From an optimization exercise on the open Yosys and OpenROAD flow, aimed at small area, a short achievable clock period and few clock cycles; shortcuts taken in it are not production practice. Where RTL was checked, it was by simulation tests only, not by an equivalence proof against the original. Power is estimated from default activity; no workload was simulated.

== before ==
Design toy_lic_tce, start of the top module:
module toy_lic_tce (
    input  wire        clk,
    input  wire        rst,           
    input  wire        lic_ready,     
    input  wire        cmd_valid,
    output wire        cmd_ready,
    input  wire [31:0] cmd_word,
    input  wire [31:0] cmd_arg,
    output reg         done,
    output reg  [3:0]  status,
    output reg  [31:0] res,
    output reg         fault,
    output reg  [1:0]  cal_state,
    output wire        bus_req,
    output wire        bus_we,
    output wire [1:0]  bus_space,
    output wire [15:0] bus_addr,
    output wire [31:0] bus_wdata,
    input  wire        bus_ack,
    input  wire [31:0] bus_rdata
);
    localparam integer D  = 4;               
    localparam integer ND = (32 + D - 1) / D;
    localparam [1:0] SP_MMIO = 2'd0, SP_PORT = 2'd1, SP_LOG = 2'd2;
    localparam [3:0] ST_OK = 4'd0, ST_ILLEGAL = 4'd1, ST_NOT_READY = 4'd2,
                     ST_UNCAL = 4'd3, ST_SEQ = 4'd4, ST_CAL_FAILED = 4'd5,
                     ST_RANGE = 4'd6;
    localparam [1:0] UNCAL = 2'd0, CAL_OK = 2'd1, CAL_FAILED = 2'd2;
    localparam [4:0]
        S_IDLE  = 5'd0,
        S_C_LVT = 5'd1,  S_C_TDCR = 5'd2,  S_C_TICR = 5'd3,  S_C_RDSC = 5'd4,
        S_C_WRSC = 5'd5, S_C_MODE = 5'd6,  S_C_CNTLO = 5'd7, S_C_CNTHI = 5'd8,
        S_C_POLL = 5'd9, S_C_RDCUR = 5'd10, S_C_DIV = 5'd11, S_C_STOP = 5'd12,
        S_C_RDSC2 = 5'd13, S_C_WRSC2 = 5'd14, S_C_LOG = 5'd15,
        S_T_STOP = 5'd16, S_T_WSEL = 5'd17, S_T_SEL = 5'd18, S_T_LVT = 5'd19,
        S_T_WCNT = 5'd20, S_T_TICR = 5'd21, S_P_STOP = 5'd22;
    reg [4:0]  state;
    reg        rdy;
    reg        b_req, b_we;
    reg [1:0]  b_space;
    reg [9:0]  b_addr;
    reg        w_iv, w_cnt, w_c;     
    reg [7:0]  cw;                   
    reg        cw17;
    reg        zr;                   
    reg [31:0] iv;           
    reg        periodic;
    reg [25:0] tq;           
    reg [6:0]  tr;           
    reg [41:0] acc;          
    reg        ovf;          
    reg [6:0]  rem;
    reg [2:0]  dig;          
    reg        first;        
    reg        fin;          
    assign cmd_ready = rdy;
    assign bus_req   = b_req;
    assign bus_we    = b_we;
    assign bus_space = b_space;
    assign bus_addr  = {6'd0, b_addr};
    assign bus_wdata = ({32{w_iv}} & iv) |
  ...
Size: ~2,100 cells after synthesis, roughly 190 flip-flops, roughly 17,000 sq um of cells after synthesis.
export LEC_CHECK = 0
export CAP_MARGIN = 20
export CORE_MARGIN = 2
export CORE_UTILIZATION = 40
export SLEW_MARGIN = 20
create_clock -name core_clock -period 60.0 [get_ports {clk}]
standard.sh (not shown) runs the stock make flow with config.mk's settings and CLKGATE_MAP_FILE= SYNTH_SCRIPT=/design/flow/synth_recipe.tcl, a recipe that flattens the netlist after the stock synthesis.
==> flow/flow/run.sh <==
#!/bin/bash
# Own layout flow: the standard ORFS flow (standard.sh), with the ports
# buffered by buf_2 cells instead of the default delay buffers, and the
# timing repair after CTS and global routing aimed at a setup slack margin
# (the clock period and constraints are the design's; only the repair
# effort changes). Each tool's full output goes to a log in this folder.
set -euo pipefail
MARGIN=47
bash standard.sh "SETUP_SLACK_MARGIN=$MARGIN" \
    "BUFFER_PORTS_ARGS=-buffer_cell sky130_fd_sc_hd__buf_2" finish > standard_finish.log 2>&1
before completed every stage of the flow, and the final layout passed the timing, DRC and antenna checks.
Input changes introduced in after (baseline for comparison: before):
--- a/flow/design.v
+++ b/flow/design.v
@@ -104,19 +104,53 @@
     wire [D+7:0] x0 = {1'b0, rem, {D{1'b0}}} + tr * a;
     reg  [D:0]   qd;
     integer qi;
     always @(*) begin
         qd = 0;
         for (qi = 1; qi < 2 << D; qi = qi + 1)
             if (x0 >= 125 * qi) qd = qi[D:0];
     end
     wire [6:0]   rem_n = x0[6:0] + {qd, 1'b0} + qd;
-    wire [42+D:0] acc_sum = {1'b0, acc, {D{1'b0}}} + tq * a + qd;
+    localparam integer AW = 43 + D;
+    wire [AW-1:0] pr [0:D+1];
+    genvar gi;
+    generate
+        for (gi = 0; gi < D; gi = gi + 1) begin : pp_row
+            assign pr[gi] = {{(AW-26){1'b0}}, tq & {26{a[gi]}}} << gi;
+        end
+    endgenerate
+    assign pr[D]     = {1'b0, acc, {D{1'b0}}};
+    assign pr[D + 1] = {{(AW-D-1){1'b0}}, qd};
+    wire [AW-1:0] s1 = pr[0] ^ pr[1] ^ pr[2];
+    wire [AW-1:0] c1 = ((pr[0] & pr[1]) | (pr[0] & pr[2]) | (pr[1] & pr[2])) << 1;
+    wire [AW-1:0] s2 = pr[3] ^ pr[4] ^ pr[5];
+    wire [AW-1:0] c2 = ((pr[3] & pr[4]) | (pr[3] & pr[5]) | (pr[4] & pr[5])) << 1;
+    wire [AW-1:0] s3 = s1 ^ c1 ^ s2;
+    wire [AW-1:0] c3 = ((s1 & c1) | (s1 & s2) | (c1 & s2)) << 1;
+    wire [AW-1:0] s4 = s3 ^ c3 ^ c2;
+    wire [AW-1:0] c4 = ((s3 & c3) | (s3 & c2) | (c3 & c2)) << 1;
+    reg  [AW-1:0] acc_sum, bk_g, bk_p;
+    integer bl, bi;
+    always @(*) begin
+        bk_g = s4 & c4;
+        bk_p = s4 ^ c4;
+        for (bl = 0; (1 << bl) < AW; bl = bl + 1)                
+            for (bi = (2 << bl) - 1; bi < AW; bi = bi + (2 << bl)) begin
+                bk_g[bi] = bk_g[bi] | (bk_p[bi] & bk_g[bi - (1 << bl)]);
+                bk_p[bi] = bk_p[bi] & bk_p[bi - (1 << bl)];
+            end
+        for (bl = 4; bl >= 0; bl = bl - 1)                        
+            for (bi = 3 * (1 << bl) - 1; bi < AW; bi = bi + (2 << bl)) begin
+                bk_g[bi] = bk_g[bi] | (bk_p[bi] & bk_g[bi - (1 << bl)]);
+                bk_p[bi] = bk_p[bi] & bk_p[bi - (1 << bl)];
+            end
+        acc_sum = (s4 ^ c4) ^ {bk_g[AW-2:0], 1'b0};
+    end
     wire [3:0] sel_q;            
     assign sel_q[3] = ovf;
     assign sel_q[2:0] = acc[41] ? 3'd7 : acc[40] ? 3'd6 : acc[39] ? 3'd5 :
                         acc[38] ? 3'd4 : acc[37] ? 3'd3 : acc[36] ? 3'd2 :
                         acc[35] ? 3'd1 : 3'd0;
     wire       fits  = (acc[41:35] == 7'd0);
     function [3:0] enc_of;
         input [2:0] k;
         begin
==> comparison <==
- Global-route usage: after and before compared, higher one is before
- Comparing after and before, global placer's final weighted congestion is lower on after.
- From before to after the numbers moved as follows: combinational fraction of design power up 46 points; final hold violation count flat.
- Compared with before, in after clock-pin slew reported for the worst setup and hold paths after clock tree synthesis ~0 delta, count of non-CTS inverters in the layout -about 26%, sequential share of layout area moved up, growth of design area from synthesis to finish shows a reduction of 6.1 points.
- after reached the end of the flow, and the finished layout is clean on the timing, DRC and antenna checks.
Testbench counts of after, summed over its fixed seeds: cycles 28,106.
Only the layout flow was run in before; the RTL was not checked for function there.

-- afterwards: timing with drivers on the ports --
In the flow no input, the clock included, has a driving cell. The finished layouts below were timed again as built, in two steps. Step 1, drivers: a clkbuf_16 drives clk and a buf_2 each remaining input, both assumed. Step 2, shift: input delay + t, output delay - t, t = (earliest + latest rising clock arrival at the registers) / 2. This alone moves slack from input paths to output paths. Slacks: ideal / step 1 / step 2; pairs: ideal / step 1.
run | t, ns | setup slack, ns | worst setup path after step 2 | latest minus earliest clock arrival (ns)
before | 0.508 | 46.284 / 46.227 / 45.977 | input to register | 0.015 / 0.014
after | 0.509 | 46.445 / 46.389 / 46.305 | input to register | 0.022 / 0.022
After both steps every run listed still meets setup and hold. For before, which loses most, drivers alone change the setup slack by -0.057 ns; drivers and shift together by -0.307 ns.
